This design comes from an exercise in tuning for small area, a short achievable clock period and few clock cycles on the open sky130 flow, not from production work.
At most, simulation tests tie the RTL to the original design; equivalence was not proved.
Only the layout flow was run in run 1; the RTL was not checked for function there.
Power figures rest on the tool's default switching activity, not on a simulated workload.

$ cat config.mk
export PLATFORM = sky130hd
export DESIGN_NAME = bce_core
export DESIGN_NICKNAME = bce_core
export VERILOG_FILES = /design/flow/design.v
export SDC_FILE = /design/flow/constraint.sdc
export NUM_CORES = 4
export LEC_CHECK = 0
export CAP_MARGIN = 20
export CORE_MARGIN = 2
export CORE_UTILIZATION = 40
export SLEW_MARGIN = 20
$ cat design.v
module bce_core (
    input  wire        clk,
    input  wire        rst,           
    input  wire        start,         
    output wire        ready,         
    output wire        done,          
    output wire [1:0]  ev_kind,       
    output wire        mem_req,
    output wire        mem_we,
    output wire [11:0] mem_addr,
    output wire [15:0] mem_wdata,
    input  wire        mem_gnt,
    input  wire [15:0] mem_rdata,     
    input  wire        io_inpr_we,    
    input  wire [7:0]  io_inpr,
    input  wire        io_fgi_set,    
    input  wire        io_fgo_set,    
    output wire [15:0] ac,
    output wire [11:0] pc,
    output wire        e,
    output wire        carry,
    output wire        stop,
    output wire        ien,
    output wire        fgi,
    output wire        fgo,
    output wire [7:0]  outr
);
    localparam [2:0] OP_AND = 3'd0, OP_ADD = 3'd1, OP_LDA = 3'd2, OP_STA = 3'd3,
                     OP_BUN = 3'd4, OP_BSA = 3'd5, OP_ISZ = 3'd6;
    reg [15:0] ac_r;
    reg [11:0] pc_r;
    reg [7:0]  inpr_r, outr_r;
    reg        e_r, carry_r, stop_r, ien_r, fgi_r, fgo_r;
    reg        s_f1;      
    reg        s_ind;     
    reg        s_op;      
    reg        s_wr;      
    reg        done_r;    
    reg        pc_fix;    
    reg [1:0]  ev_r;      
    reg        iv;        
    reg [2:0]  op_r;      
    reg [11:0] ar_r;      
    wire s_idle = ~(s_f1 | s_ind | s_op | s_wr);
    wire op_and = (op_r == OP_AND);
    wire op_add = (op_r == OP_ADD);
    wire op_lda = (op_r == OP_LDA);
    wire op_sta = (op_r == OP_STA);
    wire op_bun = (op_r == OP_BUN);
    wire op_bsa = (op_r == OP_BSA);
    wire op_isz = (op_r == OP_ISZ);
    wire [15:0] w      = mem_rdata;
    wire        w_i    = w[15];
    wire        w_rr   = &w[14:12];
    wire [11:0] w_code = w[11:0];
    wire        w_bun  = ~w[15] &  w[14] & ~w[13] & ~w[12];
    wire        w_sta  = ~w[15] & ~w[14] &  w[13] &  w[12];
    wire        w_bsa  = ~w[15] &  w[14] & ~w[13] &  w[12];
    wire [3:0] gz, go;    
    genvar g;
    generate
        for (g = 0; g < 4; g = g + 1) begin : oh
            wire [2:0] b = w_code[3*g +: 3];
            assign gz[g] = ~(b[0] | b[1] | b[2]);
            assign go[g] = b[0] & ~b[1] & ~b[2] | ~b[0] & b[1] & ~b[2] | ~b[0] & ~b[1] & b[2];
        end
    endgenerate
    wire legal_io = gz[0] & gz[1] & (go[2] & gz[3] | gz[2] & go[3]);
    wire legal_rr = go[0] & gz[1] & gz[2] & gz[3] | gz[0] & go[1] & gz[2] & gz[3] |
                    gz[0] & gz[1] & go[2] & gz[3] | gz[0] & gz[1] & gz[2] & go[3];
    wire w_legal  = w_i ? legal_io : legal_rr;
    wire [11:0] pc1    = pc_r + 12'd1;
    wire [11:0] pc2    = {pc_r[11:1] + 11'd1, pc_r[0]};
    wire        ac_z   = ~|ac_r;
    wire        int_go = ien_r & (fgi_r | fgo_r);
    wire        f1_run = s_f1 & ~stop_r;
    wire        f1_int = f1_run & int_go;             
    wire        f1_go  = f1_run & ~int_go & iv;       
    wire        f1_nw  = f1_run & ~int_go & ~iv;      
    wire [16:0] inc    = {1'b0, ac_r} + 17'd1;                   
    wire [16:0] sum    = {1'b0, ac_r} + {1'b0, mem_rdata};       
    wire r_ = ~w_i;
    wire skip = r_  & (w_code[4] & ~ac_r[15] | w_code[3] & ac_r[15] |
                       w_code[2] & ac_z      | w_code[1] & ~e_r) |
                w_i & (w_code[9] & fgi_r | w_code[8] & fgo_r);
    wire rr_keep = w_i ? ~w_code[11]
                       : ~(w_code[11] | w_code[9] | w_code[7] | w_code[6] | w_code[5]);
    wire [15:0] rr_ac =
        ({16{rr_keep}}               & ac_r) |
        ({16{r_ & w_code[9]}}        & ~ac_r) |
        ({16{r_ & w_code[7]}}        & {e_r, ac_r[15:1]}) |
        ({16{r_ & w_code[6]}}        & {ac_r[14:0], e_r}) |
        ({16{r_ & w_code[5]}}        & inc[15:0]) |
        ({16{w_i & w_code[11]}}      & {ac_r[15:8], inpr_r});
    wire rr_e_keep = w_i | ~(w_code[10] | w_code[8] | w_code[7] | w_code[6] | w_code[5]);
    wire rr_e = rr_e_keep & e_r |
                r_ & (w_code[8] & ~e_r | w_code[7] & ac_r[0] | w_code[6] & ac_r[15] |
                      w_code[5] & inc[16]);
    wire rr_carry = (r_ & w_code[5]) ? inc[16] : carry_r;
    wire rr_stop  = stop_r | r_ & w_code[0];
    wire rr_ien   = w_i & w_code[7] | ien_r & ~(w_i & w_code[6]);
    wire rr_fgi   = fgi_r & ~(w_i & w_code[11]);
    wire rr_fgo   = fgo_r & ~(w_i & w_code[10]);
    wire rr_out   = w_i & w_code[10];
    wire a_rr   = f1_go & w_rr & w_legal;           
    wire a_flt  = f1_go & w_rr & ~w_legal;          
    wire a_bun  = f1_go & w_bun;                    
    wire a_ind  = f1_go & w_i & ~w_rr;              
    wire a_wr   = f1_go & (w_sta | w_bsa);          
    wire a_rd   = f1_go & ~w_i & ~w_rr & ~w_sta & ~w_bsa & ~w_bun;   
    wire f1_halt = s_f1 & stop_r;
    wire ind_ok  = s_ind & iv;
    wire op_ok   = s_op & iv;
    wire ind_bun = ind_ok & op_bun;
    wire ind_wr  = ind_ok & (op_sta | op_bsa);
    wire ind_rd  = ind_ok & ~op_bun & ~op_sta & ~op_bsa;
    wire op_fast = op_ok & ~op_isz;                 
    wire op_isw  = op_ok & op_isz;                  
    wire c_done  = f1_halt | a_rr | a_bun | ind_bun | op_fast;
    assign done    = done_r | c_done;
    assign ready   = s_idle | c_done;
    assign ev_kind = s_idle ? ev_r : {f1_halt, f1_halt};
    wire [15:0] rd1 = mem_rdata + 16'd1;    
    wire sel_w  = f1_go & ~w_rr | ind_ok;
    wire sel_p1 = f1_go & w_rr & ~skip | s_idle & pc_fix;
    wire sel_p2 = f1_go & w_rr & skip;
    wire sel_ar = s_ind & ~iv | s_wr | s_op & ~op_fast;
    wire sel_pc = s_idle & ~pc_fix | f1_halt | f1_nw | op_fast;
    wire [11:0] addr_c = ({12{sel_w}}  & w_code) |
                         ({12{sel_p1}} & pc1) |
                         ({12{sel_p2}} & pc2) |
                         ({12{sel_ar}} & ar_r) |
                         ({12{sel_pc}} & pc_r);       
    wire we_c = f1_int | a_wr | ind_wr | op_isw | s_wr;
    wire wd_ac = f1_go & w[13] | (s_ind | s_wr) & op_sta;
    wire wd_p1 = f1_go & ~w[13];
    wire wd_pc = f1_int | (s_ind | s_wr) & ~op_sta;
    wire [15:0] wdata_c = ({16{s_op}} & rd1) |
                          ({16{wd_ac}} & ac_r) |
                          ({16{wd_p1}} & {4'h0, pc1}) |
                          ({16{wd_pc}} & {4'h0, pc_r});
    assign mem_req   = 1'b1;           
    assign mem_we    = we_c;
    assign mem_addr  = addr_c;
    assign mem_wdata = wdata_c;
    wire rrsel = s_f1 & ~stop_r & w[13];    
    wire op_e  = s_op & op_add;
    wire [15:0] op_ac = ({16{op_and}} & ac_r & mem_rdata) |
                        ({16{op_add}} & sum[15:0]) |
                        ({16{op_lda}} & mem_rdata);
    assign ac    = s_op  ? op_ac : rrsel ? rr_ac : ac_r;
    assign pc    = addr_c;
    assign e     = op_e ? sum[16] : rrsel ? rr_e     : e_r;
    assign carry = op_e ? sum[16] : rrsel ? rr_carry : carry_r;
    assign stop  = rrsel ? rr_stop  : stop_r;
    assign ien   = rrsel ? rr_ien   : ien_r;
    assign fgi   = rrsel ? rr_fgi   : fgi_r;
    assign fgo   = rrsel ? rr_fgo   : fgo_r;
    assign outr  = (rrsel & rr_out) ? ac_r[7:0] : outr_r;
    wire g_ = mem_gnt;
    wire pc_ld_w  = a_bun | ind_bun | (a_wr & w_bsa | ind_wr & op_bsa) & g_;
    wire pc_ld_a  = a_rr;
    wire pc_ld_1  = a_flt | a_ind | a_rd | a_wr & ~(w_bsa & g_) |
                    op_isw & g_ & (&mem_rdata) | s_idle & pc_fix;
    wire pc_ld_ar = s_wr & op_bsa & g_;
    wire pc_ld_i  = f1_int & g_;
    wire [11:0] pc_n = ({12{pc_ld_w}}  & w_code) |
                       ({12{pc_ld_a}}  & addr_c) |
                       ({12{pc_ld_1}}  & pc1) |
                       ({12{pc_ld_ar}} & ar_r) |
                       {11'h000, pc_ld_i};
    wire pc_en = pc_ld_w | pc_ld_a | pc_ld_1 | pc_ld_ar | pc_ld_i;
    wire ac_en = a_rr | op_fast;
    wire [15:0] ac_n = op_fast ? op_ac : rr_ac;
    wire go_next = start & ready;
    always @(posedge clk) begin
        iv    <= g_ & ~we_c;
        ev_r  <= {a_flt, f1_int};
        if (f1_go) op_r <= w[14:12];
        if (f1_go | ind_ok) ar_r <= w_code;
        if (rst) begin
            s_f1    <= 1'b0;
            s_ind   <= 1'b0;
            s_op    <= 1'b0;
            s_wr    <= 1'b0;
            done_r  <= 1'b0;
            pc_fix  <= 1'b0;
            ac_r    <= 16'h0000;
            pc_r    <= 12'h000;
            inpr_r  <= 8'h00;
            outr_r  <= 8'h00;
            e_r     <= 1'b0;
            carry_r <= 1'b0;
            stop_r  <= 1'b0;
            ien_r   <= 1'b0;
            fgi_r   <= 1'b0;
            fgo_r   <= 1'b0;
        end else begin
            s_f1   <= go_next | f1_nw | f1_int & ~g_;
            s_ind  <= a_ind | s_ind & ~iv;
            s_op   <= a_rd | ind_rd | s_op & ~iv | op_isw & ~g_;
            s_wr   <= (a_wr | ind_wr | s_wr) & ~g_;
            done_r <= (f1_int | a_wr | ind_wr | op_isw | s_wr) & g_ | a_flt;
            pc_fix <= (a_wr & w_bsa | ind_wr & op_bsa | s_wr & op_bsa) & g_ | pc_fix & ~s_idle;
            if (pc_en) pc_r <= pc_n;
            if (ac_en) ac_r <= ac_n;
            if (a_rr) begin
                carry_r <= rr_carry;
                e_r     <= rr_e;
                ien_r   <= rr_ien;
                if (rr_out) outr_r <= ac_r[7:0];
            end
            if (op_fast & op_add) begin
                carry_r <= sum[16];
                e_r     <= sum[16];
            end
            if (pc_ld_i) ien_r <= 1'b0;
            stop_r <= stop_r | a_rr & r_ & w_code[0] | a_flt;
            fgi_r  <= (a_rr ? rr_fgi : fgi_r) | ready & io_fgi_set;
            fgo_r  <= (a_rr ? rr_fgo : fgo_r) | ready & io_fgo_set;
            if (ready & io_inpr_we) inpr_r <= io_inpr;
        end
    end
endmodule
$ cat constraint.sdc
create_clock -name core_clock -period 5.0 [get_ports {clk}]
set_input_delay 1.0000 -clock core_clock [delete_from_list [all_inputs] [get_ports {clk}]]
set_output_delay 1.0000 -clock core_clock [all_outputs]
set_load 0.01 [all_outputs]
$ cat standard.sh
#!/bin/bash
# synth_recipe.tcl (not shown) runs the flow's synth.tcl, then flattens the netlist and writes it again
# the make line also repeats each setting of config.mk as NAME=value (left out here)
make -C /OpenROAD-flow-scripts/flow DESIGN_CONFIG=/design/flow/config.mk WORK_HOME=/design/flow/orfs CLKGATE_MAP_FILE= SYNTH_SCRIPT=/design/flow/synth_recipe.tcl "${@:-finish}"
$ cat flow/run.sh
#!/bin/bash
# Standard ORFS layout, but the port buffers are a fast buffer cell instead of
# the slow delay cell buffer_ports picks by default.
set -euo pipefail
export BUFFER_PORTS_ARGS="-buffer_cell sky130_fd_sc_hd__buf_2"
bash standard.sh > standard_flow.log 2>&1
==> key figures, run 1 <==
Status
  • Status: finished clean

Timing
  • Fmax: 214 MHz
  • Final hold violations: 0
  • Tmin final: 4.66 ns
  • Final setup TNS: 0 ns
  • Setup repair after global routing missed its margin: no
  • Max-slew violation count: 0
  • Post-route clock period utilization: 0.933
  • Worst hold margin: 0.459 ns
  • Worst clock skew: 0.0130 ns
  • Relative slew slack: 0.266
  • Worst-Margin Slew: 1.10 ns
  • Final setup fails: 0

Routing
  • DRC Markers: 0
  • Via count: 9249
  • Wirelength per Cell: 23.9 um
  • Routed WL: 33.7 mm
  • 1st-iter DRT viols: 1527
  • Remaining antenna violation count: 0
  • Pre-antenna DRT Iters: 9
  • Avg Vias per Cell: 6.56

Synthesis
  • Synth Instances: 1089
  • Post-Synth Simple-Gate Area: 0.252
  • Netlist Area Pre-Place: 7790 um2
  • XOR/XNOR Fraction of Synth Area: 0.0416
  • Mux cell area share after synthesis: 0.0331
  • Syn Nets: 1145
  • Netlist cell types: 81
  • Dominant synthesized flop cell: dfxtp_1
  • Post-synthesis compound-gate area fraction: 0.339
  • #FFs+latches synth: 74
  • Adder-cell area share of the yosys netlist: 0.0424
  • Syn avg cell area: 7.16 um2
  • Sequential share of the synthesized area: 0.209
  • Post-synth EDFFs: 15
  • Synth warn: 1
  • Largest family of logic cells by synthesized area: compound AO/OA/AOI/OAI gates
  • Async set-or-reset flop fraction in the synthesized netlist: 0

Final layout
  • Finished Cell Area: 8800 um2
  • Final core utilization: 0.457
  • Number of nets in the layout: 1195
  • Area growth syn-to-layout: 13.0%
  • Fraction of layout cells with a size suffix above 1: 0.169

Worst setup path
  • WS Path Type: input pin to output port
  • Worst setup EP type: output port
  • Critical-path top delay cell: fa_1
  • CP startpoint: mem_rdata[0]
  • Req. time, crit path: 4.00 ns
  • Reg2reg start: ac_r[0]
  • Delay of the slowest critical-path stage: 0.43 ns
  • Critical Path Fanout Max: 4
  • WP data arrival: 3.66 ns
  • Cell family with most CP delay: compound AO/OA/AOI/OAI gates
  • Crit start category: input pin
  • CP bufs+invs: 2
  • Sequence of cells on the critical path: buf_2 > ha_1 > fa_1 > a211oi_1 > o21ai_0 > a211oi_2 > o211ai_1 > a21o_1 > and3_1 > o21ai_0 > buf_2

Placed design
  • GP Congestion: 0.991
  • DP Area: 8470 um2
  • Post-DP HPWL: 24.0 mm
  • Port Buffers: 105

Floorplanning
  • Die width: 144 um
  • Placeable core area: 19300 um2
  • # IOs: 107
  • Initial Util: 0.404
  • Die area: 20600 um2
  • Die Height: 144 um
  • Row count: 51

Hold path
  • Hold crit path type: flip-flop to flip-flop
  • Worst hold start: inpr_r[3]

Clock tree
  • Max Root-Sink Buffers: 2
  • CTS tree: yes
  • Clk latency of the worst-skew pair: 0.35 ns
  • CTS sink cnt: 74
  • Reg clk slew, reported paths: 0.06 ns
  • Post-CTS Setup Bufs: 0
  • CTS root buf: clkbuf_16
  • H-tree depth: 3
  • Num CTS Buffers: 9

Pwr
  • Part of the power in the clock network: 0.398
  • Total chip power: 1.77 mW
  • Flop pwr share: 0.370
  • Psw: 0.603 mW
  • Internal Power: 1.17 mW
  • Logic pwr share: 0.232
  • Cell leakage power: 3.51 nW
  • Max IR drop VDD: 0.209 mV
  • Pwr dens: 201 nW/um2
  • Sw frac: 0.340

Flow run
  • Max_cap viols: 0

Global route
  • Initial antenna violation count: 1
  • Vias in the first global route: 8249
  • Tot GR Track Use: 0.319
  • Largest net degree at the start of global routing: 42
  • First-pass GRT wire length: 49.7 mm
  • Total grt overflow: 0
## stage by stage
| step | std cells | setup slack (ns) |
|---|---|---|
| finish | 1410 | 0.337 |
| global placement | 1393 | 0.321 |
| detailed placement | 1393 | 0.271 |
| CTS | 1409 | 0.233 |
| floorplan | 1089 | 0.840 |
| global route | 1410 | 0.109 |
## final cells by class
cell class / instances / area [um2]
Timing Repair Buffer: 150 / 863
Tap cell: 265 / 332
Multi-Input combinational cell: 873 / 5540
Inverter: 31 / 116
Clock inverter: 5 / 41.3
Sequential cell: 74 / 1630
Fill cell: 2016 / 10500
Clock buffer: 11 / 275
Antenna cell: 1 / 2.50
## cell usage after synthesis (all sizes together) (5+ instances only)
| cell | count | area (um2) |
|---|---|---|
| a221oi | 11 | 103 |
| nand3b | 5 | 37.5 |
| o211ai | 39 | 293 |
| nand2 | 132 | 498 |
| and2 | 9 | 56.3 |
| nor4 | 9 | 86.3 |
| nand4 | 11 | 68.8 |
| a221o | 5 | 50.1 |
| dfxtp | 59 | 1180 |
| inv | 31 | 116 |
| a22oi | 23 | 173 |
| a22o | 8 | 70.1 |
| nor2 | 93 | 349 |
| nor2b | 19 | 119 |
| o22ai | 8 | 50.1 |
| o31ai | 8 | 65.1 |
| and4 | 5 | 43.8 |
| edfxtp | 15 | 450 |
| o311ai | 6 | 60.1 |
| nand2b | 13 | 81.3 |
| nor4b | 5 | 43.8 |
| xnor2 | 16 | 140 |
| a211oi | 19 | 148 |
| a222oi | 25 | 250 |
| a31oi | 15 | 93.8 |
| buf | 46 | 279 |
| o21ai | 72 | 360 |
| a21o | 12 | 90.1 |
| o221ai | 5 | 43.8 |
| mux2i | 19 | 190 |
| ha | 24 | 300 |
| and3 | 14 | 87.6 |
| mux2 | 6 | 67.6 |
| or3 | 12 | 75.1 |
| xor2 | 21 | 184 |
| a21boi | 6 | 45.0 |
| nand3 | 51 | 260 |
| clkbuf | 65 | 244 |
| nor3 | 18 | 95.1 |
| a21oi | 84 | 424 |
## sequential cells by signal (all words and copies together), names as in the netlist
name,count
s_ind,1
inpr_r,8
iv,1
pc_r,12
ev_r,2
e_r,1
done_r,1
s_wr,1
ar_r,12
ac_r,16
ien_r,1
op_r,3
outr_r,8
fgo_r,1
fgi_r,1
s_op,1
carry_r,1
pc_fix,1
stop_r,1
s_f1,1
## metal layers
layer  part of all wire  GRT usage
met5                  0          0
met4              0.048      0.151
met3               0.12     0.0703
met2               0.44      0.490
met1               0.40      0.424
## power by group through the flow
stage | sequential (mW) | combinational, mW | clock [mW]
6_report | 0.655 | 0.411 | 0.706
5_1_grt | 0.657 | 0.439 | 0.737
4_1_cts | 0.654 | 0.401 | 0.709
3_5_place_dp | 0.668 | 0.399 | 0
3_3_place_gp | 0.668 | 0.398 | 0
2_1_floorplan | 0.652 | 0.272 | 0
## final timing paths
| check | to | slack [ns] | depth (start not counted) |
|---|---|---|---|
| setup / recovery | ac[14] | 0.34 | 11 |
| hold / removal | inpr_r[3] | 0.46 | 2 |
| hold reg to reg | inpr_r[3] | 0.46 | 2 |
| setup reg to reg | pc_r[6] | 1.70 | 10 |
## what timing repair did
action                                 4_1_cts  5_1_grt
hold buffers                                 0        0
endpoints found under the hold margin        0        0
resized for setup                            0        1
setup endpoints to repair                    0        2
## placed cells by master (no fill, tap or decap), types with 31 or more instances in the layout
master / instances
nand2_1: 131
dfxtp_1: 58
buf_2: 105
nor2_1: 92
o21ai_0: 66
buf_4: 45
nand3_1: 50
inv_1: 31
o211ai_1: 39
a21oi_1: 83
## tightest hold or removal path, cell delays in order (launching register included)
cell,delay [ns]
dfxtp_1,0.31
nand2_1,0.05
a21oi_1,0.05
## cell families after synthesis
| kind of cell | count (synthesis) |
|---|---|
| muxes | 25 |
| and+or+nand+nor | 403 |
| xor gates and xnor gates | 37 |
| buffers and inverters | 142 |
| adders and majority gates | 26 |
| AOI/OAI and AO/OA | 381 |
| other | 1 |
| DFF | 74 |
==> run 2: changes to the inputs <==
--- a/design.v
+++ b/design.v
@@ -116,3 +116,4 @@
     wire ind_rd  = ind_ok & ~op_bun & ~op_sta & ~op_bsa;
-    wire op_fast = op_ok & ~op_isz;                 
+    wire op_fast = op_ok & (op_and | op_lda);        
+    wire op_addr = op_ok & op_add;                  
     wire op_isw  = op_ok & op_isz;                  
@@ -126,4 +127,4 @@
     wire sel_p2 = f1_go & w_rr & skip;
-    wire sel_ar = s_ind & ~iv | s_wr | s_op & ~op_fast;
-    wire sel_pc = s_idle & ~pc_fix | f1_halt | f1_nw | op_fast;
+    wire sel_ar = s_ind & ~iv | s_wr | s_op & ~op_fast & ~op_addr;
+    wire sel_pc = s_idle & ~pc_fix | f1_halt | f1_nw | op_fast | op_addr;
     wire [11:0] addr_c = ({12{sel_w}}  & w_code) |
@@ -146,3 +147,2 @@
     wire rrsel = s_f1 & ~stop_r & w[13];    
-    wire op_e  = s_op & op_add;
     wire [15:0] op_ac = ({16{op_and}} & ac_r & mem_rdata) |
@@ -150,6 +150,8 @@
                         ({16{op_lda}} & mem_rdata);
-    assign ac    = s_op  ? op_ac : rrsel ? rr_ac : ac_r;
+    wire [15:0] op_aco = op_and ? (ac_r & mem_rdata) : mem_rdata;
+    wire [15:0] ac_n = s_op ? op_ac : rr_ac;
+    assign ac    = s_op ? op_aco : rrsel ? rr_ac : ac_r;
     assign pc    = addr_c;
-    assign e     = op_e ? sum[16] : rrsel ? rr_e     : e_r;
-    assign carry = op_e ? sum[16] : rrsel ? rr_carry : carry_r;
+    assign e     = rrsel ? rr_e     : e_r;
+    assign carry = rrsel ? rr_carry : carry_r;
     assign stop  = rrsel ? rr_stop  : stop_r;
@@ -172,4 +174,3 @@
     wire pc_en = pc_ld_w | pc_ld_a | pc_ld_1 | pc_ld_ar | pc_ld_i;
-    wire ac_en = a_rr | op_fast;
-    wire [15:0] ac_n = op_fast ? op_ac : rr_ac;
+    wire ac_en = a_rr | op_fast | op_addr;
     wire go_next = start & ready;
@@ -202,3 +203,3 @@
             s_wr   <= (a_wr | ind_wr | s_wr) & ~g_;
-            done_r <= (f1_int | a_wr | ind_wr | op_isw | s_wr) & g_ | a_flt;
+            done_r <= (f1_int | a_wr | ind_wr | op_isw | s_wr) & g_ | a_flt | op_addr;
             pc_fix <= (a_wr & w_bsa | ind_wr & op_bsa | s_wr & op_bsa) & g_ | pc_fix & ~s_idle;
@@ -212,3 +213,3 @@
             end
-            if (op_fast & op_add) begin
+            if (op_addr) begin
                 carry_r <= sum[16];
==> flow/run.sh (replaced) <==
#!/bin/bash
# Layout flow: the standard ORFS flow (standard.sh, run whole) with two changes:
#  1. the port buffers are sky130_fd_sc_hd__buf_2 instead of the slow delay cell
#     that buffer_ports picks by default (every port still gets its buffer);
#  2. ABC maps the logic with the mapping steps of ORFS's speed script only
#     (flow/abc_speed.script: no ABC buffering or sizing against its 5 ps target;
#     OpenROAD's repair sizes the gates in the layout).
# Registers, their names and cell types are those of the standard synthesis.
set -euo pipefail
here=$(pwd)
rm -rf "$here/scripts_x"
cp -r "$FLOW_HOME/scripts" "$here/scripts_x"
cp "$here/flow/abc_speed.script" "$here/scripts_x/abc_speed.script"
export SCRIPTS_DIR="$here/scripts_x"
export BUFFER_PORTS_ARGS="-buffer_cell sky130_fd_sc_hd__buf_2"
bash standard.sh > standard_flow.log 2>&1
==> flow/abc_speed.script (new file) <==
&get -n
&st
&dch
&nf
&st
&syn2
&if -g -K 6
&synch2
&nf
&put
topo
--- a/config.mk
+++ b/config.mk
@@ -10,2 +10,3 @@
 export CORE_UTILIZATION = 40
+export SETUP_SLACK_MARGIN = 1.0
 export SLEW_MARGIN = 20
==> key figures, run 2 <==
Routing
  • Wirelength per Cell: 22.1 um
  • Avg Vias per Cell: 6.61
  • Routed WL: 27.8 mm
  • Remaining antenna violation count: 0
  • Via count: 8301
  • Pre-antenna DRT Iters: 7
  • DRC Markers: 0
  • 1st-iter DRT viols: 1058

Global route
  • Tot GR Track Use: 0.302
  • First-pass GRT wire length: 42.9 mm
  • Largest net degree at the start of global routing: 50
  • Initial antenna violation count: 0
  • Total grt overflow: 0
  • Vias in the first global route: 7254

Timing
  • Final hold violations: 0
  • Final setup margin: 1.07 ns
  • Setup repair after global routing missed its margin: yes
  • Final setup TNS: 0 ns
  • Relative slew slack: 0.349
  • Tmin final: 3.93 ns
  • Max-slew violation count: 0
  • Worst-Margin Slew: 0.977 ns
  • Fmax: 254 MHz
  • Worst clock skew: 0.00757 ns
  • Post-route clock period utilization: 0.786
  • Final setup fails: 0
  • Worst hold margin: 0.487 ns

Floorplanning
  • Placeable core area: 16700 um2
  • Row count: 47
  • Die width: 135 um
  • Initial Util: 0.411
  • Die area: 18200 um2
  • # IOs: 107
  • Die Height: 135 um

Synthesis
  • Dominant synthesized flop cell: dfxtp_1
  • Netlist cell types: 61
  • Netlist Area Pre-Place: 6860 um2
  • Yosys top cell by area: dfxtp_1
  • Sequential share of the synthesized area: 0.238
  • Async set-or-reset flop fraction in the synthesized netlist: 0
  • Syn avg cell area: 7.64 um2
  • Synth Instances: 898
  • Most numerous cell in the Yosys netlist: nand2_1
  • Synth warn: 1
  • #FFs+latches synth: 74
  • Area share of the largest cell type after synthesis: 0.172
  • Main area contributors after synthesis: dfxtp_1, edfxtp_1, nand2_1, o21ai_0, nor2_1
  • Most frequent cells after synthesis: nand2_1, nor2_1, o21ai_0
  • Post-synth EDFFs: 15
  • Syn Nets: 954

Hold path
  • Worst hold start: outr_r[1]
  • Hold depth: 2
  • Hold crit path type: flip-flop to flip-flop

Final layout
  • Reg with most FFs: ac_r
  • Final std cells w/o fill: 1255
  • Largest registers: ac_r (16), ar_r (12), pc_r (12)
  • Most frequent cells in the layout: nand2_1, buf_2, nor2_1, o21ai_0, a21oi_1
  • Area growth syn-to-layout: 20.0%
  • Number of nets in the layout: 1086
  • Fraction of layout cells with a size suffix above 1: 0.172
  • Antenna cell count: 0
  • Fill cells: 1718
  • Max reg flops: 16
  • Most common cell after layout, fill and taps aside: nand2_1

Clock tree
  • CTS tree: yes
  • CTS root buf: clkbuf_16
  • Post-CTS Hold Buffers: 0
  • CTS sink cnt: 74
  • H-tree depth: 3
  • Num CTS Buffers: 9
  • Max Root-Sink Buffers: 2
  • Reg clk slew, reported paths: 0.06 ns
  • Clk latency of the worst-skew pair: 0.35 ns

Pwr
  • Cell leakage power: 3.25 nW
  • Max IR drop VDD: 0.182 mV
  • Pwr dens: 205 nW/um2

Flow run
  • Max_cap viols: 0

Worst setup path
  • CP startpoint: mem_rdata[2]
  • WP data arrival: 2.93 ns
  • Worst setup EP type: output port
  • Req. time, crit path: 4.00 ns
  • Worst Reg2Reg Path Length in Cells: 8
  • R2R setup slack: 1.76 ns
  • Reg2reg start: fgo_r
  • WS Path Type: input pin to output port
  • FF-to-FF End: outr_r[2]
  • Critical Path Fanout Max: 14
  • Crit path to: pc[3]
  • Crit start category: input pin

Status
  • Status: finished clean

Placed design
  • GP Congestion: 0.951
  • Post-placement cell count: 1232
  • Setup WS pre-CTS: 0.779 ns
  • Port Buffers: 105
  • Post-DP HPWL: 19.5 mm
[run 2: final cells by class]
class / instances / area, um2 / area share
Inverter: 26 / 106 / 0.0129
Clock inverter: 4 / 21.3 / 0.00258
Tap cell: 220 / 275 / 0.0334
Multi-Input combinational cell: 785 / 5140 / 0.624
Clock buffer: 12 / 279 / 0.0339
Sequential cell: 74 / 1640 / 0.199
Timing Repair Buffer: 134 / 773 / 0.0939
[run 2: worst min path at each step]
stage	to	slack [ns]
after floorplan	outr_r[3]	0.45
after CTS	outr_r[1]	0.49
after global routing	outr_r[0]	0.52
after global placement	outr_r[3]	0.47
final	outr_r[1]	0.49
after detailed placement	outr_r[1]	0.47
[run 2: logic make-up (layout without fill, tap and decap cells)]
family,count (synthesis),after routing,synth area share
AND/OR/NAND/NOR,343,343,0.236
AO/OA/AOI/OAI,333,333,0.336
flip-flops,74,74,0.238
XOR/XNOR,45,45,0.0575
buffers and inverters,39,176,0.0285
multiplexers,37,37,0.0556
adder cells (fa/ha/maj),26,26,0.0482
other,1,1,0.000547
[run 2: repair_timing]
| item | 4_1_cts | 5_1_grt |
|---|---|---|
| resized for setup | 18 | 32 |
| pin swaps | 1 | 0 |
| buffers inserted | 0 | 7 |
| gates cloned | 0 | 0 |
| setup endpoints to repair | 40 | 39 |
[run 2: through the flow]
step	cell area, um2	util	power, mW
global route	8230	0.493	1.76
finish	8230	0.493	1.69
global placement	7740	0.463	1.01
CTS	8090	0.484	1.67
detailed placement	7740	0.463	1.01
floorplan	6860	-	0.861
[run 2: power by group]
group          leakage, nW  switching [mW]  internal [mW]
clock                0.146           0.271          0.393
sequential           0.619          0.0209          0.628
combinational         2.48           0.242          0.130
[run 2: critical path, stage by stage]
cell and delay, ns:
clkbuf_4 0.22, nor4b_1 0.26, nand4_1 0.18, a22o_1 0.25, a22o_2 0.31, a222oi_1 0.33, o211ai_1 0.18, buf_2 0.18
[run 2: layer usage]
| metal | vias to the layer above | part of all wire | track usage |
|---|---|---|---|
| met5 | - | 0 | 0 |
| met4 | 0 | 0.022 | 0.0903 |
| met3 | 57 | 0.11 | 0.0653 |
| met2 | 529 | 0.44 | 0.446 |
| met1 | 3905 | 0.44 | 0.440 |
| li1 | 3810 | - | - |
Testbench counts of run 2, summed over its fixed seeds: cycles 135,199.
==> run 3: changes to the inputs <==
--- a/design.v
+++ b/design.v
@@ -36,6 +36,5 @@
     reg        s_op;      
-    reg        s_wr;      
     reg        done_r;    
     reg        pc_fix;    
-    reg [1:0]  ev_r;      
+    reg        ev_int;    
     reg        iv;        
@@ -43,3 +42,3 @@
     reg [11:0] ar_r;      
-    wire s_idle = ~(s_f1 | s_ind | s_op | s_wr);
+    wire s_idle = ~(s_f1 | s_ind | s_op);
     wire op_and = (op_r == OP_AND);
@@ -122,9 +121,9 @@
     assign ready   = s_idle | c_done;
-    assign ev_kind = s_idle ? ev_r : {f1_halt, f1_halt};
+    assign ev_kind = s_idle ? {stop_r, ev_int} : {f1_halt, f1_halt};    
     wire [15:0] rd1 = mem_rdata + 16'd1;    
     wire sel_w  = f1_go & ~w_rr | ind_ok;
-    wire sel_p1 = f1_go & w_rr & ~skip | s_idle & pc_fix;
+    wire sel_p1 = f1_go & w_rr & ~skip | s_idle & pc_fix | op_fast;
     wire sel_p2 = f1_go & w_rr & skip;
-    wire sel_ar = s_ind & ~iv | s_wr | s_op & ~op_fast & ~op_addr;
-    wire sel_pc = s_idle & ~pc_fix | f1_halt | f1_nw | op_fast | op_addr;
+    wire sel_ar = s_ind & ~iv | s_op & ~op_fast & ~op_addr;
+    wire sel_pc = s_idle & ~pc_fix | f1_halt | f1_nw | op_addr;
     wire [11:0] addr_c = ({12{sel_w}}  & w_code) |
@@ -134,6 +133,6 @@
                          ({12{sel_pc}} & pc_r);       
-    wire we_c = f1_int | a_wr | ind_wr | op_isw | s_wr;
-    wire wd_ac = f1_go & w[13] | (s_ind | s_wr) & op_sta;
-    wire wd_p1 = f1_go & ~w[13];
-    wire wd_pc = f1_int | (s_ind | s_wr) & ~op_sta;
+    wire we_c = f1_int | a_wr | ind_wr | op_isw;
+    wire wd_ac = f1_go & w[13] | s_ind & op_sta;
+    wire wd_p1 = f1_go & ~w[13] | s_ind & ~op_sta;
+    wire wd_pc = f1_int;
     wire [15:0] wdata_c = ({16{s_op}} & rd1) |
@@ -147,16 +146,20 @@
     wire rrsel = s_f1 & ~stop_r & w[13];    
-    wire [15:0] op_ac = ({16{op_and}} & ac_r & mem_rdata) |
-                        ({16{op_add}} & sum[15:0]) |
-                        ({16{op_lda}} & mem_rdata);
-    wire [15:0] op_aco = op_and ? (ac_r & mem_rdata) : mem_rdata;
-    wire [15:0] ac_n = s_op ? op_ac : rr_ac;
-    assign ac    = s_op ? op_aco : rrsel ? rr_ac : ac_r;
+    wire [15:0] ac_o    = s_op ? (op_and ? (ac_r & mem_rdata) : mem_rdata) :
+                          rrsel ? rr_ac : ac_r;
+    wire        e_o     = rrsel ? rr_e     : e_r;
+    wire        carry_o = rrsel ? rr_carry : carry_r;
+    wire        stop_o  = rrsel ? rr_stop  : stop_r;
+    wire        ien_o   = rrsel ? rr_ien   : ien_r;
+    wire        fgi_o   = rrsel ? rr_fgi   : fgi_r;
+    wire        fgo_o   = rrsel ? rr_fgo   : fgo_r;
+    wire [7:0]  outr_o  = (rrsel & rr_out) ? ac_r[7:0] : outr_r;
+    assign ac    = ac_o;
     assign pc    = addr_c;
-    assign e     = rrsel ? rr_e     : e_r;
-    assign carry = rrsel ? rr_carry : carry_r;
-    assign stop  = rrsel ? rr_stop  : stop_r;
-    assign ien   = rrsel ? rr_ien   : ien_r;
-    assign fgi   = rrsel ? rr_fgi   : fgi_r;
-    assign fgo   = rrsel ? rr_fgo   : fgo_r;
-    assign outr  = (rrsel & rr_out) ? ac_r[7:0] : outr_r;
+    assign e     = e_o;
+    assign carry = carry_o;
+    assign stop  = stop_o;
+    assign ien   = ien_o;
+    assign fgi   = fgi_o;
+    assign fgo   = fgo_o;
+    assign outr  = outr_o;
     wire g_ = mem_gnt;
@@ -164,5 +167,5 @@
     wire pc_ld_a  = a_rr;
-    wire pc_ld_1  = a_flt | a_ind | a_rd | a_wr & ~(w_bsa & g_) |
-                    op_isw & g_ & (&mem_rdata) | s_idle & pc_fix;
-    wire pc_ld_ar = s_wr & op_bsa & g_;
+    wire pc_ld_1  = a_flt | (a_wr & w_sta | ind_wr & op_sta) & g_ | op_fast | op_addr |
+                    op_isw & g_ & ~(&mem_rdata) | s_idle & pc_fix;
+    wire pc_ld_2  = op_isw & g_ & (&mem_rdata);
     wire pc_ld_i  = f1_int & g_;
@@ -171,5 +174,5 @@
                        ({12{pc_ld_1}}  & pc1) |
-                       ({12{pc_ld_ar}} & ar_r) |
+                       ({12{pc_ld_2}}  & pc2) |
                        {11'h000, pc_ld_i};
-    wire pc_en = pc_ld_w | pc_ld_a | pc_ld_1 | pc_ld_ar | pc_ld_i;
+    wire pc_en = pc_ld_w | pc_ld_a | pc_ld_1 | pc_ld_2 | pc_ld_i;
     wire ac_en = a_rr | op_fast | op_addr;
@@ -178,3 +181,3 @@
         iv    <= g_ & ~we_c;
-        ev_r  <= {a_flt, f1_int};
+        ev_int <= f1_int;
         if (f1_go) op_r <= w[14:12];
@@ -185,3 +188,2 @@
             s_op    <= 1'b0;
-            s_wr    <= 1'b0;
             done_r  <= 1'b0;
@@ -199,24 +201,21 @@
         end else begin
-            s_f1   <= go_next | f1_nw | f1_int & ~g_;
+            s_f1   <= go_next | f1_nw | (f1_int | a_wr | ind_wr) & ~g_;   
             s_ind  <= a_ind | s_ind & ~iv;
             s_op   <= a_rd | ind_rd | s_op & ~iv | op_isw & ~g_;
-            s_wr   <= (a_wr | ind_wr | s_wr) & ~g_;
-            done_r <= (f1_int | a_wr | ind_wr | op_isw | s_wr) & g_ | a_flt | op_addr;
-            pc_fix <= (a_wr & w_bsa | ind_wr & op_bsa | s_wr & op_bsa) & g_ | pc_fix & ~s_idle;
+            done_r <= (f1_int | a_wr | ind_wr | op_isw) & g_ | a_flt | op_addr;
+            pc_fix <= (a_wr & w_bsa | ind_wr & op_bsa) & g_ | pc_fix & ~s_idle;
             if (pc_en) pc_r <= pc_n;
-            if (ac_en) ac_r <= ac_n;
+            if (ac_en) ac_r <= op_addr ? sum[15:0] : ac_o;
+            if (a_rr | op_addr) begin
+                carry_r <= op_addr ? sum[16] : carry_o;
+                e_r     <= op_addr ? sum[16] : e_o;
+            end
             if (a_rr) begin
-                carry_r <= rr_carry;
-                e_r     <= rr_e;
-                ien_r   <= rr_ien;
-                if (rr_out) outr_r <= ac_r[7:0];
-            end
-            if (op_addr) begin
-                carry_r <= sum[16];
-                e_r     <= sum[16];
+                ien_r  <= ien_o;
+                outr_r <= outr_o;
             end
             if (pc_ld_i) ien_r <= 1'b0;
-            stop_r <= stop_r | a_rr & r_ & w_code[0] | a_flt;
-            fgi_r  <= (a_rr ? rr_fgi : fgi_r) | ready & io_fgi_set;
-            fgo_r  <= (a_rr ? rr_fgo : fgo_r) | ready & io_fgo_set;
+            stop_r <= (a_rr ? stop_o : stop_r) | a_flt;
+            fgi_r  <= (a_rr ? fgi_o : fgi_r) | ready & io_fgi_set;
+            fgo_r  <= (a_rr ? fgo_o : fgo_r) | ready & io_fgo_set;
             if (ready & io_inpr_we) inpr_r <= io_inpr;
--- a/config.mk
+++ b/config.mk
@@ -10,2 +10,3 @@
 export CORE_UTILIZATION = 40
+export CTS_BUF_LIST = sky130_fd_sc_hd__clkbuf_8
 export SETUP_SLACK_MARGIN = 1.0
==> key figures, run 3 <==
Worst setup path
  • R2R setup slack: 1.56 ns
  • WP data arrival: 2.96 ns
  • Critical Path Fanout Max: 14
  • WS Path Type: input pin to output port
  • Req. time, crit path: 4.00 ns
  • Crit start category: input pin
  • Worst setup EP type: output port
  • Worst Reg2Reg Path Length in Cells: 10
  • Crit path top cell by count: buf_2
  • Critical-path top delay cell: or4_4
  • FF-to-FF End: ac_r[15]
  • Delay of the slowest critical-path stage: 0.56 ns
  • Sequence of cells on the critical path: buf_2 > or4_4 > a21oi_2 > buf_4 > a21o_1 > a211oi_1 > o31ai_1 > buf_2
  • Reg2reg start: ac_r[6]

Synthesis
  • Yosys top cell by area: dfxtp_1
  • Post-synth EDFFs: 15
  • Dominant synthesized flop cell: dfxtp_1
  • Async set-or-reset flop fraction in the synthesized netlist: 0
  • Area share of the largest cell type after synthesis: 0.174
  • #FFs+latches synth: 72
  • Synth Instances: 882
  • Syn avg cell area: 7.43 um2
  • Main area contributors after synthesis: dfxtp_1, nand2_1, edfxtp_1, o21ai_0, ha_1
  • Most frequent cells after synthesis: nand2_1, nor2_1, o21ai_0
  • Netlist Area Pre-Place: 6550 um2
  • Most numerous cell in the Yosys netlist: nand2_1
  • Sequential share of the synthesized area: 0.243
  • Synth warn: 1
  • Netlist cell types: 61
  • Syn Nets: 938

Routing
  • 1st-iter DRT viols: 885
  • Routed WL: 26.7 mm
  • Via count: 7925
  • Avg Vias per Cell: 6.41
  • DRC Markers: 0
  • Remaining antenna violation count: 0
  • Pre-antenna DRT Iters: 8
  • Wirelength per Cell: 21.6 um

Global route
  • Total grt overflow: 0
  • First-pass GRT wire length: 41.1 mm
  • Largest net degree at the start of global routing: 45
  • Tot GR Track Use: 0.299
  • Initial antenna violation count: 0
  • Vias in the first global route: 7229

Clock tree
  • Reg clk slew, reported paths: 0.07 ns
  • Num CTS Buffers: 9
  • Max Root-Sink Buffers: 2
  • H-tree depth: 3
  • CTS root buf: clkbuf_8
  • CTS sink cnt: 72
  • CTS tree: yes
  • Clk latency of the worst-skew pair: 0.40 ns

Floorplanning
  • Placeable core area: 15900 um2
  • Die Height: 132 um
  • Row count: 46
  • Die width: 132 um
  • Initial Util: 0.411
  • # IOs: 107
  • Die area: 17400 um2

Final layout
  • Fill cells: 1675
  • Largest registers: ac_r (16), ar_r (12), pc_r (12)
  • Reg with most FFs: ac_r
  • Most frequent cells in the layout: nand2_1, buf_2, nor2_1, dfxtp_1
  • Fraction of layout cells with a size suffix above 1: 0.165
  • Max reg flops: 16
  • Area growth syn-to-layout: 18.7%
  • Number of nets in the layout: 1071
  • Antenna cell count: 0
  • Most common cell after layout, fill and taps aside: nand2_1

Timing
  • Max-slew violation count: 0
  • Tmin final: 3.96 ns
  • Final setup TNS: 0 ns
  • Worst clock skew: 0.0203 ns
  • Relative slew slack: 0.501
  • Fmax: 252 MHz
  • Setup repair after global routing missed its margin: yes
  • Worst hold margin: 0.478 ns
  • Post-route clock period utilization: 0.793
  • Final hold violations: 0
  • Final setup fails: 0
  • Worst-Margin Slew: 0.739 ns

Status
  • Status: finished clean

Pwr
  • Logic pwr share: 0.210
  • Max IR drop VDD: 0.114 mV
  • Internal Power: 1.01 mW
  • Sw frac: 0.327
  • Flop pwr share: 0.420
  • Pwr dens: 193 nW/um2
  • Part of the power in the clock network: 0.370
  • Total chip power: 1.50 mW
  • Cell leakage power: 3.00 nW
  • Psw: 0.491 mW

Hold path
  • Hold depth: 2
  • Hold endpoint: inpr_r[3]
  • Hold crit path type: flip-flop to flip-flop
  • Worst hold start: inpr_r[3]

Placed design
  • GP Congestion: 0.959
  • Port Buffers: 105
  • Post-DP HPWL: 18.8 mm

Flow run
  • Max_cap viols: 0
[run 3: cell count changes after synthesis, sizes merged, moves of 14 or more]
cell    change
mux2i      -14
nand3      +15
o21ai      -19
a221oi     +14
nor2       -23
a222oi     -17
nand2      +43
[run 3: critical path, delay by kind of cell]
family | cells | cell delay (ns)
simple gates | 1 | 0.56
buf+inv | 3 | 0.63
compound gates | 4 | 0.78
[run 3: logic make-up (layout without fill, tap and decap cells)]
kind of cell	after synthesis	after routing	synth area share
and+or+nand+nor	379	379	0.268
other	1	1	0.000572
AOI/OAI and AO/OA	300	300	0.315
xor gates and xnor gates	47	47	0.0628
adders and majority gates	25	25	0.0489
DFF	72	72	0.243
muxes	21	21	0.0334
buffers and inverters	37	175	0.0286
[run 3: what timing repair did]
action / CTS / global route
gates cloned: 0 / 0
buffers inserted: 1 / 1
pin swaps: 1 / 1
setup endpoints to repair: 25 / 45
gates resized for setup: 10 / 21
hold buffers: 0 / 0
[run 3: how the worst max path moves through the flow]
| stage | start | to | slack (ns) |
|---|---|---|---|
| final | mem_rdata[9] | ac[13] | 1.04 |
| after global routing | mem_rdata[11] | ac[0] | 0.92 |
| after CTS | mem_rdata[5] | ac[13] | 1.00 |
| after detailed placement | mem_rdata[1] | ready | 0.78 |
| after global placement | mem_rdata[1] | ready | 0.83 |
| after floorplan | mem_rdata[1] | ready | 1.13 |
[run 3: layout make-up]
type | instances | area (um2) | area share
clock buffer | 10 | 138 | 0.0177
clock inverter | 6 | 85.1 | 0.0109
inverter | 24 | 95.1 | 0.0122
multi-input combinational | 773 | 4830 | 0.622
sequential | 72 | 1600 | 0.205
tap | 216 | 270 | 0.0347
timing repair buffer | 135 | 761 | 0.0978
[run 3: metrics by stage]
stage                      util  instances  instance area, um2  setup WS [ns]
after detailed placement  0.470       1218                7490          0.777
final                     0.488       1236                7780           1.04
after global placement    0.469       1217                7480          0.830
after global routing      0.488       1236                7780          0.916
after floorplan               -        882                6570           1.13
after CTS                 0.485       1235                7740           1.00
[run 3: routing by layer]
| metal | up-vias | GRT usage | part of all wire |
|---|---|---|---|
| li1 | 3679 | - | - |
| met1 | 3746 | 0.390 | 0.42 |
| met2 | 430 | 0.475 | 0.46 |
| met3 | 70 | 0.0619 | 0.088 |
| met4 | 0 | 0.135 | 0.036 |
| met5 | - | 0 | 0 |
[run 3: power by group through the flow]
stage,Clock (mW),Sequential (mW),Combinational [mW]
after floorplan,0,0.635,0.172
after global placement,0,0.643,0.304
after detailed placement,0,0.643,0.303
after CTS,0.561,0.630,0.307
after global routing,0.581,0.632,0.342
final,0.556,0.631,0.316
Testbench counts of run 3, summed over its fixed seeds: cycles 135,199.
==> run 4: changes to the inputs <==
--- a/config.mk
+++ b/config.mk
@@ -11,3 +11,3 @@
 export CTS_BUF_LIST = sky130_fd_sc_hd__clkbuf_8
-export SETUP_SLACK_MARGIN = 1.0
+export SETUP_SLACK_MARGIN = 1.15
 export SLEW_MARGIN = 20
==> key figures, run 4 <==
Pwr
  • Psw: 0.498 mW
  • Internal Power: 1.02 mW
  • Flop pwr share: 0.416
  • Part of the power in the clock network: 0.367
  • Max IR drop VDD: 0.116 mV
  • Pwr dens: 190 nW/um2
  • Sw frac: 0.328
  • Total chip power: 1.52 mW
  • Logic pwr share: 0.217
  • Cell leakage power: 3.08 nW

Final layout
  • Most frequent cells in the layout: nand2_1, buf_2, nor2_1, o21ai_0, a21oi_1
  • Area growth syn-to-layout: 21.7%
  • Antenna cell count: 0
  • Fraction of layout cells with a size suffix above 1: 0.195
  • Max reg flops: 16
  • Largest registers: ac_r (16), ar_r (12), pc_r (12)
  • Number of nets in the layout: 1078
  • Most common cell after layout, fill and taps aside: nand2_1
  • Reg with most FFs: ac_r

Timing
  • Worst clock skew: 0.0189 ns
  • Relative slew slack: 0.488
  • Post-route clock period utilization: 0.765
  • Worst-Margin Slew: 0.758 ns
  • Tmin final: 3.83 ns
  • Final setup fails: 0
  • Final hold violations: 0
  • Max-slew violation count: 0
  • Setup repair after global routing missed its margin: yes
  • Fmax: 261 MHz
  • Final setup TNS: 0 ns

Floorplanning
  • Initial Util: 0.411
  • Die width: 132 um
  • Die Height: 132 um
  • Die area: 17400 um2
  • # IOs: 107
  • Row count: 46
  • Placeable core area: 15900 um2

Routing
  • DRC Markers: 0
  • Via count: 7938
  • Remaining antenna violation count: 0
  • Pre-antenna DRT Iters: 12
  • Routed WL: 26.9 mm
  • Avg Vias per Cell: 6.39
  • 1st-iter DRT viols: 923
  • Wirelength per Cell: 21.6 um

Synthesis
  • Area share of the largest cell type after synthesis: 0.174
  • Netlist Area Pre-Place: 6550 um2
  • Most numerous cell in the Yosys netlist: nand2_1
  • Post-synth EDFFs: 15
  • Sequential share of the synthesized area: 0.243
  • Yosys top cell by area: dfxtp_1
  • Syn Nets: 938
  • Netlist cell types: 61
  • Dominant synthesized flop cell: dfxtp_1
  • Synth Instances: 882
  • #FFs+latches synth: 72
  • Main area contributors after synthesis: dfxtp_1, nand2_1, edfxtp_1, o21ai_0, ha_1
  • Synth warn: 1
  • Most frequent cells after synthesis: nand2_1, nor2_1, o21ai_0
  • Async set-or-reset flop fraction in the synthesized netlist: 0
  • Syn avg cell area: 7.43 um2

Placed design
  • GP Congestion: 0.959
  • Post-DP HPWL: 18.8 mm
  • Port Buffers: 105

Global route
  • Total grt overflow: 0
  • Vias in the first global route: 7303
  • First-pass GRT wire length: 41.2 mm
  • Largest net degree at the start of global routing: 45
  • Initial antenna violation count: 0
  • Tot GR Track Use: 0.299

Worst setup path
  • WP data arrival: 2.83 ns
  • Critical-path top delay cell: clkinv_1
  • Sequence of cells on the critical path: buf_2 > clkinv_1 > o211ai_1 > o21ai_2 > a21o_2 > a221oi_1 > o21ai_0 > buf_2
  • Req. time, crit path: 4.00 ns
  • WS Path Type: input pin to output port
  • Delay of the slowest critical-path stage: 0.31 ns
  • Critical Path Fanout Max: 8
  • Crit start category: input pin
  • Crit path top cell by count: buf_2
  • Worst setup EP type: output port

Clock tree
  • H-tree depth: 3
  • CTS root buf: clkbuf_8
  • CTS sink cnt: 72
  • Max Root-Sink Buffers: 2
  • Clk latency of the worst-skew pair: 0.40 ns
  • Reg clk slew, reported paths: 0.07 ns
  • CTS tree: yes
  • Num CTS Buffers: 9
  • Post-CTS Hold Buffers: 0

Status
  • Status: finished clean

Flow run
  • Max_cap viols: 0

Hold path
  • Hold crit path type: flip-flop to flip-flop
[run 4: area by class of cell]
cell class / instances / area, um2
Timing Repair Buffer: 142 / 832
Fill cell: 1656 / 7970
Inverter: 24 / 98.8
Clock inverter: 6 / 85.1
Sequential cell: 72 / 1610
Tap cell: 216 / 270
Multi-Input combinational cell: 773 / 4950
Clock buffer: 10 / 138
[run 4: power by group through the flow]
| stage | sequential [mW] | clock (mW) | combinational (mW) |
|---|---|---|---|
| finish | 0.631 | 0.558 | 0.330 |
| global route | 0.632 | 0.580 | 0.356 |
| CTS | 0.630 | 0.561 | 0.312 |
| detailed placement | 0.643 | 0 | 0.303 |
| global placement | 0.643 | 0 | 0.304 |
| floorplan | 0.635 | 0 | 0.172 |
[run 4: path summary, 6_finish.rpt]
check,startpoint,endpoint,slack (ns),cells after the start
worst min register to register,inpr_r[3],inpr_r[3],0.48,2
worst max register to register,ac_r[1],ac_r[15],1.76,10
worst max-delay path,mem_rdata[15],pc[7],1.17,8
worst min-delay path,inpr_r[3],inpr_r[3],0.48,2
[run 4: per-layer routing]
layer	vias up	track usage	wire [um]
li1	3688	-	-
met1	3736	0.389	11300
met2	438	0.476	12200
met3	76	0.0531	2260
met4	0	0.150	1070
met5	-	0	0
[run 4: timing repair]
action                                  CTS  global route
hold endpoints to repair                  0             0
buffers inserted                          4             5
resized for setup                        28            38
endpoints found under the setup margin   53            48
pin swaps                                 4             4
[run 4: stage by stage]
step	instances	cell area [um2]	utilization	setup WS, ns	hold slack [ns]
3_3_place_gp	1217	7480	0.469	0.830	0.450
2_1_floorplan	882	6570	-	1.13	0.430
4_1_cts	1238	7810	0.490	1.12	0.478
5_1_grt	1243	7980	0.500	1.11	0.498
6_report	1243	7980	0.500	1.17	0.477
3_5_place_dp	1218	7490	0.470	0.777	0.462
[run 4: logic make-up after synthesis]
kind of cell,synth area share
compound gates,0.315
xor+xnor,0.0628
fa+ha+maj,0.0489
buf+inv,0.0286
flops,0.243
mux,0.0334
other cells,0.000572
simple gates,0.268
[run 4: worst max-delay path: cells and delay by family]
kind / cells / cell delay, ns
AO/OA/AOI/OAI: 5 / 1.19
buffers and inverters: 3 / 0.63
==> run 5: changes to the inputs <==
--- a/design.v
+++ b/design.v
@@ -36,2 +36,3 @@
     reg        s_op;      
+    reg        s_wr;      
     reg        done_r;    
@@ -42,3 +43,4 @@
     reg [11:0] ar_r;      
-    wire s_idle = ~(s_f1 | s_ind | s_op);
+    reg [15:0] dr_r;      
+    wire s_idle = ~(s_f1 | s_ind | s_op | s_wr);
     wire op_and = (op_r == OP_AND);
@@ -126,3 +128,3 @@
     wire sel_p2 = f1_go & w_rr & skip;
-    wire sel_ar = s_ind & ~iv | s_op & ~op_fast & ~op_addr;
+    wire sel_ar = s_ind & ~iv | s_op & ~op_fast & ~op_addr | s_wr;
     wire sel_pc = s_idle & ~pc_fix | f1_halt | f1_nw | op_addr;
@@ -133,3 +135,3 @@
                          ({12{sel_pc}} & pc_r);       
-    wire we_c = f1_int | a_wr | ind_wr | op_isw;
+    wire we_c = f1_int | a_wr | ind_wr | op_isw | s_wr;
     wire wd_ac = f1_go & w[13] | s_ind & op_sta;
@@ -140,3 +142,4 @@
                           ({16{wd_p1}} & {4'h0, pc1}) |
-                          ({16{wd_pc}} & {4'h0, pc_r});
+                          ({16{wd_pc}} & {4'h0, pc_r}) |
+                          ({16{s_wr}}  & dr_r);
     assign mem_req   = 1'b1;           
@@ -168,4 +171,6 @@
     wire pc_ld_1  = a_flt | (a_wr & w_sta | ind_wr & op_sta) & g_ | op_fast | op_addr |
-                    op_isw & g_ & ~(&mem_rdata) | s_idle & pc_fix;
-    wire pc_ld_2  = op_isw & g_ & (&mem_rdata);
+                    op_isw & g_ & ~(&mem_rdata) | s_idle & pc_fix |
+                    s_wr & g_ & (op_sta | op_isz & (|dr_r));
+    wire pc_ld_2  = op_isw & g_ & (&mem_rdata) | s_wr & g_ & op_isz & ~(|dr_r);
+    wire pc_ld_ar = s_wr & g_ & op_bsa;
     wire pc_ld_i  = f1_int & g_;
@@ -175,4 +180,5 @@
                        ({12{pc_ld_2}}  & pc2) |
+                       ({12{pc_ld_ar}} & ar_r) |
                        {11'h000, pc_ld_i};
-    wire pc_en = pc_ld_w | pc_ld_a | pc_ld_1 | pc_ld_2 | pc_ld_i;
+    wire pc_en = pc_ld_w | pc_ld_a | pc_ld_1 | pc_ld_2 | pc_ld_ar | pc_ld_i;
     wire ac_en = a_rr | op_fast | op_addr;
@@ -181,2 +187,3 @@
         iv    <= g_ & ~we_c;
+        dr_r  <= wdata_c;        
         ev_int <= f1_int;
@@ -188,2 +195,3 @@
             s_op    <= 1'b0;
+            s_wr    <= 1'b0;
             done_r  <= 1'b0;
@@ -201,7 +209,8 @@
         end else begin
-            s_f1   <= go_next | f1_nw | (f1_int | a_wr | ind_wr) & ~g_;   
+            s_f1   <= go_next | f1_nw | f1_int & ~g_;
             s_ind  <= a_ind | s_ind & ~iv;
-            s_op   <= a_rd | ind_rd | s_op & ~iv | op_isw & ~g_;
-            done_r <= (f1_int | a_wr | ind_wr | op_isw) & g_ | a_flt | op_addr;
-            pc_fix <= (a_wr & w_bsa | ind_wr & op_bsa) & g_ | pc_fix & ~s_idle;
+            s_op   <= a_rd | ind_rd | s_op & ~iv;
+            s_wr   <= (a_wr | ind_wr | op_isw | s_wr) & ~g_;
+            done_r <= (f1_int | a_wr | ind_wr | op_isw | s_wr) & g_ | a_flt | op_addr;
+            pc_fix <= (a_wr & w_bsa | ind_wr & op_bsa | s_wr & op_bsa) & g_ | pc_fix & ~s_idle;
             if (pc_en) pc_r <= pc_n;
==> key figures, run 5 <==
Floorplanning
  • Die width: 138 um
  • Placeable core area: 17400 um2
  • Die Height: 138 um
  • Initial Util: 0.412
  • # IOs: 107
  • Row count: 48
  • Die area: 19000 um2

Timing
  • Final setup margin: 1.21 ns
  • Fmax: 264 MHz
  • Setup repair after global routing missed its margin: yes
  • Worst clock skew: 0.0167 ns
  • Relative slew slack: 0.421
  • Post-route clock period utilization: 0.757
  • Final setup fails: 0
  • Max-slew violation count: 0
  • Tmin final: 3.79 ns
  • Final hold violations: 0
  • Final setup TNS: 0 ns
  • Worst hold margin: 0.475 ns
  • Worst-Margin Slew: 0.860 ns

Flow run
  • Max_cap viols: 0

Routing
  • Remaining antenna violation count: 0
  • Pre-antenna DRT Iters: 8
  • 1st-iter DRT viols: 1406
  • Via count: 8295
  • DRC Markers: 0
  • Wirelength per Cell: 22.4 um
  • Routed WL: 28.4 mm
  • Avg Vias per Cell: 6.56

Worst setup path
  • Critical-path top delay cell: a222oi_1
  • R2R setup slack: 1.80 ns
  • Delay of the slowest critical-path stage: 0.30 ns
  • Req. time, crit path: 4.00 ns
  • Sequence of cells on the critical path: buf_4 > and2_4 > nand4_1 > nor3_2 > nand3_1 > xnor2_1 > a222oi_1 > clkinv_1 > buf_2
  • FF-to-FF End: ac_r[11]
  • WP data arrival: 2.79 ns
  • WS Path Type: input pin to output port
  • Crit start category: input pin
  • Reg2reg start: s_f1
  • Critical Path Fanout Max: 16
  • Worst Reg2Reg Path Length in Cells: 10
  • Worst setup EP type: output port

Synthesis
  • Most numerous cell in the Yosys netlist: nand2_1
  • Netlist cell types: 67
  • Post-synth EDFFs: 15
  • Async set-or-reset flop fraction in the synthesized netlist: 0
  • Area share of the largest cell type after synthesis: 0.207
  • Syn avg cell area: 8.01 um2
  • Synth Instances: 895
  • Synth warn: 1
  • Syn Nets: 951
  • Sequential share of the synthesized area: 0.269
  • Most frequent cells after synthesis: nand2_1, nor2_1, dfxtp_1
  • Main area contributors after synthesis: dfxtp_1, edfxtp_1, a222oi_1, nand2_1, xnor2_1
  • Dominant synthesized flop cell: dfxtp_1
  • Netlist Area Pre-Place: 7170 um2
  • #FFs+latches synth: 89
  • Yosys top cell by area: dfxtp_1

Final layout
  • Fraction of layout cells with a size suffix above 1: 0.192
  • Area growth syn-to-layout: 19.3%
  • Finished Cell Area: 8550 um2
  • Antenna cell count: 0
  • Most common cell after layout, fill and taps aside: buf_2
  • Most frequent cells in the layout: buf_2, nand2_1, nor2_1, dfxtp_1, a21oi_1
  • Number of nets in the layout: 1090
  • Largest registers: ac_r (16), dr_r (16)

Pwr
  • Pwr dens: 196 nW/um2
  • Cell leakage power: 3.20 nW
  • Max IR drop VDD: 0.122 mV
  • Total chip power: 1.67 mW

Global route
  • Largest net degree at the start of global routing: 41
  • Tot GR Track Use: 0.296
  • Vias in the first global route: 7545
  • Initial antenna violation count: 0
  • Total grt overflow: 0
  • First-pass GRT wire length: 43.2 mm

Status
  • Status: finished clean

Clock tree
  • Max Root-Sink Buffers: 2
  • CTS tree: yes
  • Num CTS Buffers: 9
  • Clk latency of the worst-skew pair: 0.40 ns
  • Post-CTS Hold Buffers: 0
  • CTS root buf: clkbuf_8
  • Reg clk slew, reported paths: 0.09 ns
  • CTS sink cnt: 89
  • H-tree depth: 3

Hold path
  • Worst hold start: inpr_r[3]
  • Hold endpoint: inpr_r[3]
  • Hold depth: 2
  • Hold crit path type: flip-flop to flip-flop

Placed design
  • DP Area: 8120 um2
  • GP Congestion: 0.965
  • Setup WS pre-CTS: 0.870 ns
  • Post-DP HPWL: 20.1 mm
  • Port Buffers: 105
run 5: cell types whose count changed in the layout (fill, tap and decap cells not counted), moves of 8 or more:
cell and delta:
nand2_1 -58, a222oi_1 +25, dfxtp_1 +17, o21ai_0 -15, nor2b_1 +13, a211oi_1 +12
nor4_1 +11, a22o_1 -9, o211ai_1 +9, xnor2_1 +9, a31oi_1 -8
run 5: worst max-delay path by stage:
stage,from,slack (ns),cells past startpoint,to
after floorplan,mem_rdata[6],1.15,6,pc_r[11]
after global placement,mem_rdata[11],0.87,8,ac[8]
after CTS,mem_rdata[2],1.15,9,mem_addr[0]
final,mem_rdata[7],1.21,9,mem_wdata[14]
after global routing,ac_r[1],1.12,11,mem_addr[0]
after detailed placement,mem_rdata[11],0.87,8,ac[8]
run 5: cell families after synthesis:
kind of cell,Yosys count,share of synthesized area
compound gates,312,0.318
xor+xnor,52,0.0635
fa+ha+maj,25,0.0447
buf+inv,41,0.0283
flops,89,0.269
mux,28,0.0403
other cells,1,0.000523
simple gates,347,0.235
run 5: timing repair:
action / CTS / global route
buffers inserted: 2 / 7
gates resized for setup: 35 / 33
endpoints found under the hold margin: 0 / 0
setup endpoints to repair: 48 / 46
pin swaps: 2 / 7
run 5: area by class of cell:
cell class,count,area (um2)
flip-flops and latches,89,1950
clock inverters,6,52.6
clock buffers,10,138
well taps,225,282
inverters,28,110
fillers,1798,8860
repair buffers,141,848
multi-input cells,765,5180
run 5: metal layers:
| layer | vias up | GRT usage | part of all wire |
|---|---|---|---|
| li1 | 3828 | - | - |
| met1 | 3894 | 0.407 | 0.41 |
| met2 | 508 | 0.456 | 0.45 |
| met3 | 65 | 0.0523 | 0.10 |
| met4 | 0 | 0.126 | 0.031 |
| met5 | - | 0 | 0 |
run 5: worst max-delay path: cells and delay by family:
kind                      cells  cell delay [ns]
buffers and inverters         3             0.51
and+or+nand+nor               4             0.84
xor gates and xnor gates      1             0.14
AOI/OAI and AO/OA             1             0.30
run 5: power breakdown:
| part | total (mW) | internal (mW) | switching, mW | leakage (nW) |
|---|---|---|---|---|
| Clock | 0.525 | 0.239 | 0.286 | 0.108 |
| Combinational | 0.369 | 0.135 | 0.233 | 2.35 |
| Sequential | 0.781 | 0.750 | 0.0314 | 0.742 |
| Total | 1.67 | 1.12 | 0.550 | 3.20 |
run 5: stage by stage:
stage,instances,util
after detailed placement,1239,0.466
after CTS,1257,0.482
after global placement,1239,0.466
final,1264,0.491
after floorplan,895,-
after global routing,1264,0.491
Testbench counts of run 5, summed over its fixed seeds: cycles 135,199.
==> run 6: changes to the inputs <==
--- a/design.v
+++ b/design.v
@@ -190,3 +190,3 @@
         if (f1_go) op_r <= w[14:12];
-        if (f1_go | ind_ok) ar_r <= w_code;
+        ar_r  <= addr_c;         
         if (rst) begin
==> key figures, run 6 <==
Status
  • Status: finished clean

Synthesis
  • Syn Nets: 977
  • Most frequent cells after synthesis: nand2_1, dfxtp_1, a21oi_1
  • Netlist Area Pre-Place: 7060 um2
  • Most numerous cell in the Yosys netlist: nand2_1
  • Adder-cell area share of the yosys netlist: 0.0454
  • Post-Synth Simple-Gate Area: 0.259
  • Area share of the largest cell type after synthesis: 0.244
  • Post-synth EDFFs: 3
  • Async set-or-reset flop fraction in the synthesized netlist: 0
  • Mux cell area share after synthesis: 0.0296
  • Sequential share of the synthesized area: 0.257
  • Yosys top cell by area: dfxtp_1
  • Syn avg cell area: 7.67 um2
  • Main area contributors after synthesis: dfxtp_1, nand2_1, a21oi_1, a222oi_1, ha_1
  • Synth warn: 1
  • Largest family of logic cells by synthesized area: compound AO/OA/AOI/OAI gates

Placed design
  • Port Buffers: 105
  • Setup WS pre-CTS: 0.641 ns
  • Post-DP HPWL: 20.6 mm
  • Post-placement cell count: 1262
  • GP Congestion: 0.966

Timing
  • Max-slew violation count: 0
  • Final setup fails: 0
  • Fmax: 261 MHz
  • Post-route clock period utilization: 0.767
  • Worst-Margin Slew: 0.973 ns
  • Relative slew slack: 0.349
  • Final setup margin: 1.17 ns
  • Final setup TNS: 0 ns

Hold path
  • Hold crit path type: flip-flop to flip-flop

Clock tree
  • CTS sink cnt: 89
  • Max Root-Sink Buffers: 2
  • Reg clk slew, reported paths: 0.09 ns
  • Num CTS Buffers: 9
  • CTS root buf: clkbuf_8
  • Clk latency of the worst-skew pair: 0.40 ns
  • Post-CTS Hold Buffers: 0
  • H-tree depth: 3
  • CTS tree: yes

Global route
  • Initial antenna violation count: 0
  • First-pass GRT wire length: 44.0 mm
  • Total grt overflow: 0
  • Largest net degree at the start of global routing: 36
  • Vias in the first global route: 7637
  • Tot GR Track Use: 0.306

Worst setup path
  • Crit start category: input pin
  • Req. time, crit path: 4.00 ns
  • WS Path Type: input pin to output port
  • Worst setup EP type: output port

Final layout
  • Number of nets in the layout: 1115
  • Antenna cell count: 0
  • Most frequent cells in the layout: nand2_1, buf_2, dfxtp_1, a21oi_1, nor2_1
  • Largest registers: ac_r (16), dr_r (16)

Flow run
  • Max_cap viols: 0

Routing
  • Via count: 8369
  • Routed WL: 28.5 mm
  • Wirelength per Cell: 22.1 um
  • DRC Markers: 0

Pwr
  • Flop pwr share: 0.464
  • Internal Power: 1.09 mW
  • Part of the power in the clock network: 0.330
  • Psw: 0.552 mW
  • Max IR drop VDD: 0.116 mV
  • Sw frac: 0.336
  • Cell leakage power: 3.10 nW
  • Logic pwr share: 0.207

Floorplanning
  • Initial Util: 0.408
  • Die Height: 137 um
  • # IOs: 107
  • Row count: 48
[run 6: changes by cell type after synthesis, sizes merged, moves of 8 or more]
cell / delta
nand2: +37
a211oi: -16
a21oi: +16
nor2: -15
dfxtp: +12
edfxtp: -12
xnor2: -12
a31oi: +10
nor2b: -10
a311oi: +8
mux2i: -8
[run 6: kinds of logic after synthesis]
group,after synthesis
DFF,89
and+or+nand+nor,378
AOI/OAI and AO/OA,320
xor gates and xnor gates,47
buffers and inverters,41
adders and majority gates,25
other,1
muxes,20
[run 6: metrics by stage]
| step | util | instance area [um2] | hold slack, ns | power (mW) |
|---|---|---|---|---|
| floorplan | - | 7060 | 0.423 | 0.948 |
| global placement | 0.461 | 7970 | 0.436 | 1.09 |
| detailed placement | 0.461 | 7970 | 0.444 | 1.09 |
| CTS | 0.480 | 8310 | 0.457 | 1.63 |
| global route | 0.490 | 8480 | 0.471 | 1.71 |
| finish | 0.490 | 8480 | 0.458 | 1.65 |
[run 6: power by group through the flow]
stage	Sequential, mW	Combinational, mW	Clock (mW)
after floorplan	0.768	0.181	0
after global routing	0.766	0.367	0.576
final	0.763	0.340	0.542
after global placement	0.777	0.311	0
after detailed placement	0.777	0.312	0
after CTS	0.761	0.322	0.549
[run 6: final cells by class]
class                           count  area, um2
Clock buffer                        9        124
Clock inverter                      7       76.3
Fill cell                        1798       8820
Inverter                           28        118
Multi-Input combinational cell    791       5210
Sequential cell                    89       1820
Tap cell                          225        282
Timing Repair Buffer              140        848
[run 6: worst paths after layout]
kind	start	endpoint	slack, ns	cells past startpoint
setup / recovery	mem_rdata[1]	done	1.17	10
hold reg to reg	inpr_r[3]	inpr_r[3]	0.46	2
setup reg to reg	ac_r[0]	carry_r	1.57	10
hold / removal	inpr_r[3]	inpr_r[3]	0.46	2
[run 6: routing by layer]
metal | vias to the layer above | GRT usage | wire length [um] | part of all wire
met4 | 0 | 0.107 | 856 | 0.030
li1 | 3901 | - | - | -
met1 | 3994 | 0.424 | 12200 | 0.43
met5 | - | 0 | 0 | 0
met3 | 63 | 0.0400 | 2150 | 0.075
met2 | 411 | 0.488 | 13300 | 0.47
[run 6: timing repair]
item	CTS	global route
setup buffers	5	6
setup endpoints to repair	43	58
resized for setup	28	41
pin swaps	5	5
[run 6: critical path, cell delays in order]
cell	delay, ns
buf_4	0.17
inv_8	0.06
ha_2	0.18
nand2b_1	0.10
or3_4	0.35
a2111o_1	0.34
a21oi_2	0.24
buf_6	0.13
or3_1	0.12
buf_2	0.14
Testbench counts of run 6, summed over its fixed seeds: cycles 135,199.

Re-timed with assumed drivers on the ports (clkbuf_16 on the clock, buf_2 on other inputs), run 6 has 1.129 ns of setup slack against 1.167 ns with ideal ports, and 1.112 ns once port delays also move by the mid clock arrival of 0.431 ns.
